Context: an optimization exercise on an open-source flow, tuned for small area. The choices shown serve that exercise and are no tape-out recipe.
In this exercise RTL edits were held to simulation tests only and were not proved equivalent to the original.
The clock input has no modelled driver; a real chip could not lean on it and would need a root buffer or a full tree.
Power figures rest on the tool's default switching activity, not on a simulated workload.

== build 3 ==
## gnx_link
module gnx_link (
    input  wire       clk,
    input  wire       rst,
    input  wire       tx_in_valid,
    output wire       tx_in_ready,
    input  wire [7:0] tx_in_data,
    input  wire       tx_in_last,
    output wire       tx_out_valid,
    input  wire       tx_out_ready,
    output wire [7:0] tx_out_data,
    output wire       tx_out_last,
    input  wire       rx_in_valid,
    output wire       rx_in_ready,
    input  wire [7:0] rx_in_data,
    input  wire       rx_in_last,
    output wire       rx_out_valid,
    input  wire       rx_out_ready,
    output wire [7:0] rx_out_data,
    output wire       rx_out_last,
    output wire [2:0] rx_out_status
);
    gnx_tx u_tx (
        .clk(clk), .rst(rst),
        .in_valid(tx_in_valid), .in_ready(tx_in_ready), .in_data(tx_in_data), .in_last(tx_in_last),
        .out_valid(tx_out_valid), .out_ready(tx_out_ready), .out_data(tx_out_data),
        .out_last(tx_out_last)
    );
    gnx_rx u_rx (
        .clk(clk), .rst(rst),
        .in_valid(rx_in_valid), .in_ready(rx_in_ready), .in_data(rx_in_data), .in_last(rx_in_last),
        .out_valid(rx_out_valid), .out_ready(rx_out_ready), .out_data(rx_out_data),
        .out_last(rx_out_last), .out_status(rx_out_status)
    );
endmodule
Settings: LEC_CHECK=0, CAP_MARGIN=20, CORE_MARGIN=2, CORE_UTILIZATION=40, SLEW_MARGIN=20; clock period 5.0 ns.
standard.sh (not shown) runs the stock make flow with config.mk's settings and CLKGATE_MAP_FILE= SYNTH_SCRIPT=/design/flow/synth_recipe.tcl, a recipe that flattens the netlist after the stock synthesis.
==> flow/flow/run.sh <==
#!/bin/bash
# The standard layout with three changes:
#  - after the standard synthesis, the combinational logic is mapped again with an area-oriented
#    ABC script (a timed &deepsyn search, then amap, best of four seeds; flip-flops, their names and cell types are kept exactly as synthesis made them);
#  - the port buffers are the smallest buffer cell;
#  - the clock tree is four clkbuf_16, each driving the clocks of a quarter of the flip-flops
#    (flow/clock_buffer.tcl runs before CTS and takes the place of clock_tree_synthesis).
set -euo pipefail
export BUFFER_PORTS_ARGS="-buffer_cell sky130_fd_sc_hd__buf_1"
R=orfs/results/sky130hd/gnx_link/base
LIB=$FLOW_HOME/platforms/sky130hd/lib/sky130_fd_sc_hd__tt_025C_1v80.lib

bash standard.sh synth > synth.log 2>&1
cp $R/1_2_yosys.v $R/1_2_yosys_std.v

# four seeds of the search in parallel; the smallest result is kept
for S in 1 2 3 4; do
  printf 'strash\n&get -n\n&deepsyn -T 30 -S %d\n&put\ndch -f\namap\n' $S > area_$S.abc
  yosys -p "read_liberty -ignore_miss_func $LIB; read_verilog $R/1_2_yosys_std.v; hierarchy -top $FLOW_TOP;
    setattr -mod -set keep_hierarchy 1 sky130_fd_sc_hd__*df* sky130_fd_sc_hd__conb_*; flatten; opt_clean;
    abc -script area_$S.abc -liberty $LIB -dont_use *lpflow* -dont_use *probe*; opt_clean -purge;
    hilomap -singleton -hicell sky130_fd_sc_hd__conb_1 HI -locell sky130_fd_sc_hd__conb_1 LO;
    insbuf -buf sky130_fd_sc_hd__buf_1 A X; splitnets; opt_clean -purge; tee -o remap_$S.stat stat -liberty $LIB;
    select $FLOW_TOP; write_verilog -noattr -nohex -nodec -selected $R/1_2_yosys_remap_$S.v" > remap_$S.log 2>&1 &
done
wait
best=$(for S in 1 2 3 4; do echo "$(grep 'Chip area for top module' remap_$S.stat | awk '{print $NF}') $S"; done | sort -g | head -1 | awk '{print $2}')
echo "remap: seed $best kept" | tee remap.log
cp $R/1_2_yosys_remap_$best.v $R/1_2_yosys_remap.v
cp $R/1_2_yosys_remap.v $R/1_2_yosys.v
rm -f $R/1_synth.odb $R/1_synth.sdc

export PRE_CTS_TCL=$PWD/flow/clock_buffer.tcl
bash standard.sh > standard.log 2>&1
Other scripts of this flow, unchanged in this note and not shown: flow/flow/clock_buffer.tcl
Setup changes, build 3 to build 64
==> flow/flow/run.sh <==
#!/bin/bash
# The standard layout with three changes:
#  - after the standard synthesis, the combinational logic is mapped again with an area-oriented
#    ABC script (flip-flops, their names and cell types are kept exactly as synthesis made them);
#  - the port buffers are the smallest buffer cell;
#  - the clock tree is four clkbuf_16, each driving the clocks of a quarter of the flip-flops
#    (flow/clock_buffer.tcl runs before CTS and takes the place of clock_tree_synthesis).
set -euo pipefail
export BUFFER_PORTS_ARGS="-buffer_cell sky130_fd_sc_hd__buf_1"
R=orfs/results/sky130hd/gnx_link/base
LIB=$FLOW_HOME/platforms/sky130hd/lib/sky130_fd_sc_hd__tt_025C_1v80.lib

bash standard.sh synth > synth.log 2>&1
cp $R/1_2_yosys.v $R/1_2_yosys_std.v

yosys -p "read_liberty -ignore_miss_func $LIB; read_verilog $R/1_2_yosys_std.v; hierarchy -top $FLOW_TOP;
  setattr -mod -set keep_hierarchy 1 sky130_fd_sc_hd__*df* sky130_fd_sc_hd__conb_*; flatten; opt_clean;
  abc -script flow/area.abc -liberty $LIB -dont_use *lpflow* -dont_use *probe*; opt_clean -purge;
  hilomap -singleton -hicell sky130_fd_sc_hd__conb_1 HI -locell sky130_fd_sc_hd__conb_1 LO;
  insbuf -buf sky130_fd_sc_hd__buf_1 A X; splitnets; opt_clean -purge; stat -liberty $LIB;
  select $FLOW_TOP; write_verilog -noattr -nohex -nodec -selected $R/1_2_yosys_remap.v" > remap.log 2>&1
cp $R/1_2_yosys_remap.v $R/1_2_yosys.v
rm -f $R/1_synth.odb $R/1_synth.sdc

export PRE_CTS_TCL=$PWD/flow/clock_buffer.tcl
bash standard.sh > standard.log 2>&1
==> flow/flow/area.abc (new file) <==
strash
dch
map -a
### Flow results
- Taking build 3 as the reference, in build 64 worst slack at placement climbed 0.64 ns; fill cell total of the finished layout climbed about 14%; number of buffers added to fix hold violations after cts barely changed.
- Between build 3 and build 64, combinational power decreased.
- Build 64 vs build 3 — routability-driven placement congestion ratio rose 0.0078.
In every run of this note, the design's own scripts or RTL, not TritonCTS, make the clock network.

-- port drivers added, routing unchanged --
Ports are ideal in the flow. The routed layouts listed here were re-timed in OpenROAD.
Step 1 assumes that a clkbuf_16 drives the clock port and a buf_2 every other input.
Step 2 adds t to the input delays and takes it off the output delays; t is the mean of the earliest and latest rising clock arrival at the registers after step 1. Input paths then give back, and output paths get back, about the clock's delay inside the block.
Slacks: ideal / step 1 / step 2; pairs: ideal / step 1.
run | t (ns) | setup slack, ns | worst register clock-pin slew, ns
build 3 | 0.231 | 1.075 / 1.001 / 1.109 | 0.10 / 0.10
build 64 | 0.237 | 1.297 / 1.217 / 1.454 | 0.10 / 0.10
After both steps every run listed still meets setup and hold.
